Context: an optimization exercise on an open-source flow, tuned for small area. The choices shown serve that exercise and are no tape-out recipe. In this exercise RTL edits were held to simulation tests only and were not proved equivalent to the original.

Setup of violet:
==> flow/design.v (excerpt) <==
module tr1_demod (
    input  wire               clk,
    input  wire               rst,         
    input  wire               start,       
    input  wire [1:0]         car,         
    input  wire [1:0]         lc,          
    input  wire               in_valid,
    input  wire signed [11:0] in_sample,
    input  wire               finish,      
    output wire               lv_valid,
    output wire [1:0]         lv_count,    
    output reg  [5:0]         lv_data,     
    output wire               done,
    output wire [7:0]         status       
);
For scale: roughly 2400 cells after synthesis, roughly 22000 um2 of cells after synthesis.
clock: 16.0 ns
lec_check: 0
cap_margin: 10
core_margin: 2
core_utilization: 40
cts_buf_list: sky130_fd_sc_hd__clkbuf_8
cts_cluster_diameter: 60
cts_cluster_size: 18
gpl_timing_driven: 0
slew_margin: 10
standard.sh (not shown) runs the stock make flow with config.mk's settings and CLKGATE_MAP_FILE= SYNTH_SCRIPT=/design/flow/synth_recipe.tcl, a recipe that flattens the netlist after the stock synthesis.
==> flow/flow/run.sh <==
#!/bin/bash
# Layout flow:
#  1. the standard synthesis (standard.sh), unchanged;
#  2. flow/polarity.py: each full adder of the netlist is used as is or with
#     all pins complemented (a full adder is self-dual), to need the fewest
#     inverters next to full adders, half adders and flip-flops;
#  3. Yosys/ABC re-map the plain logic gates (flow/remap.abc, area mapping);
#     flip-flops, full and half adders and tie cells stay as they are, so
#     every register keeps its name and cell;
#  4. the standard layout from that netlist, with buf_1 port buffers and
#     a clock tree of clkbuf_8 without dummy loads.
# Each tool's output goes to a log file of its own in this folder.
set -euo pipefail
W=$(pwd)
R=$W/orfs/results/sky130hd/tr1_demod/base
LIB=$FLOW_HOME/platforms/sky130hd/lib/sky130_fd_sc_hd__tt_025C_1v80.lib
CTS="-sink_clustering_enable -repair_clock_nets -sink_clustering_size 10 -sink_clustering_max_diameter 40 -buf_list sky130_fd_sc_hd__clkbuf_4 -dont_use_dummy_load"
PORTS="-buffer_cell sky130_fd_sc_hd__buf_1"

bash standard.sh "$R/1_2_yosys.v" > synth.log 2>&1
cp "$R/1_2_yosys.v" "$R/1_2_yosys.std.v"

python3 flow/polarity.py "$R/1_2_yosys.std.v" "$R/1_2_yosys.pol.v" 20 --free-logic > polarity.log 2>&1

DU=$(sed 's/^/-dont_use /' flow/dont_use.txt | tr '\n' ' ')
printf 'set_driving_cell sky130_fd_sc_hd__buf_1\nset_load 5\n' > abc.constr
# functional models of the plain logic cells, for Yosys to flatten
cat > models.ys <<EOY
read_liberty -ignore_miss_func $LIB
delete sky130_fd_sc_hd__fa_* sky130_fd_sc_hd__ha_* sky130_fd_sc_hd__*df* sky130_fd_sc_hd__conb_1 sky130_fd_sc_hd__dl* sky130_fd_sc_hd__*lpflow* sky130_fd_sc_hd__e* sky130_fd_sc_hd__decap* sky130_fd_sc_hd__diode* sky130_fd_sc_hd__probe* sky130_fd_sc_hd__macro* sky130_fd_sc_hd__sdf* sky130_fd_sc_hd__fah* sky130_fd_sc_hd__maj3*
write_verilog -noattr $W/models.v
EOY
yosys -l models.log models.ys > /dev/null 2>&1

cat > remap.ys <<EOY
read_liberty -lib $LIB
read_verilog -overwrite $W/models.v
read_verilog $R/1_2_yosys.pol.v
hierarchy -check -top $FLOW_TOP
flatten -noscopeinfo
simplemap
opt -fast
opt_clean -purge
abc -script $W/flow/remap.abc -liberty $LIB $DU -constr $W/abc.constr -D $FLOW_PERIOD_NS
opt_clean -purge
setundef -zero
hilomap -singleton -hicell sky130_fd_sc_hd__conb_1 HI -locell sky130_fd_sc_hd__conb_1 LO
splitnets
opt_clean -purge
insbuf -buf sky130_fd_sc_hd__buf_4 A X
stat -liberty $LIB
write_verilog -noattr -nohex -nodec $R/1_2_yosys.remap.v
EOY
yosys -l remap.log remap.ys > /dev/null 2>&1

cp "$R/1_2_yosys.remap.v" "$R/1_2_yosys.v"
touch "$R/1_2_yosys.v"
bash standard.sh "CTS_ARGS=$CTS" "BUFFER_PORTS_ARGS=$PORTS" finish > layout.log 2>&1
Other scripts of this flow, unchanged in this note and not shown: flow/flow/dont_use.txt, flow/flow/polarity.py, flow/flow/remap.abc
violet went all the way through synthesis, placement and routing and the layout is clean on timing, DRC and antenna.
Changes in onyx relative to violet:
--- a/flow/flow/run.sh
+++ b/flow/flow/run.sh
@@ -15,5 +15,5 @@
 R=$W/orfs/results/sky130hd/tr1_demod/base
 LIB=$FLOW_HOME/platforms/sky130hd/lib/sky130_fd_sc_hd__tt_025C_1v80.lib
-CTS="-sink_clustering_enable -repair_clock_nets -sink_clustering_size 10 -sink_clustering_max_diameter 40 -buf_list sky130_fd_sc_hd__clkbuf_4 -dont_use_dummy_load"
+CTS="-sink_clustering_enable -repair_clock_nets -sink_clustering_size 18 -sink_clustering_max_diameter 60 -buf_list sky130_fd_sc_hd__clkbuf_8 -dont_use_dummy_load"
 PORTS="-buffer_cell sky130_fd_sc_hd__buf_1"
 
--- outcome ---
- Compared with violet, onyx shows total of clock buffers placed in the layout lower by 22.
- onyx leaves less setup margin than violet.
- Between onyx and violet, the difference in sequential share of layout area is negligible.
- Met2 track utilization from global routing delta (violet -> onyx): insignificant
- onyx: sum of routed wire segments on met1 99 um below violet
- Worst setup slack for register-to-register paths for onyx is lower than for violet.
- Diff violet..onyx | total wire length | negligible
- Delta (onyx minus violet): number of fillers in the final layout went down by 17, met3 usage in global routing now sits lower.
- For post-layout instance area, violet and onyx come out practically identical.

-- afterwards: timing with drivers on the ports --
How much do the figures lean on ideal ports? The routed layouts below were timed once more, with nothing changed but the port constraints. Step 1, drivers: a clkbuf_16 drives clk and a buf_2 each remaining input, both assumed. Step 2 adds t to the input delays and takes it off the output delays; t is the mean of the earliest and latest rising clock arrival at the registers after step 1. Input paths then give back, and output paths get back, about the clock's delay inside the block. Three values: ideal ports, drivers, drivers and shift; two values: the first two.
run	t, ns	setup slack, ns	hold WS [ns]	worst data-port slew with drivers (ns)
violet	0.815	0.663 / 0.696 / -0.119	0.399 / 0.399 / 0.399	0.07
onyx	0.707	0.561 / 0.597 / -0.109	0.420 / 0.420 / 0.420	0.07
Met with ideal ports but missed after step 2: setup timing in violet and onyx. For violet, which loses most, drivers alone change the setup slack by +0.033 ns; drivers and shift together by -0.782 ns.
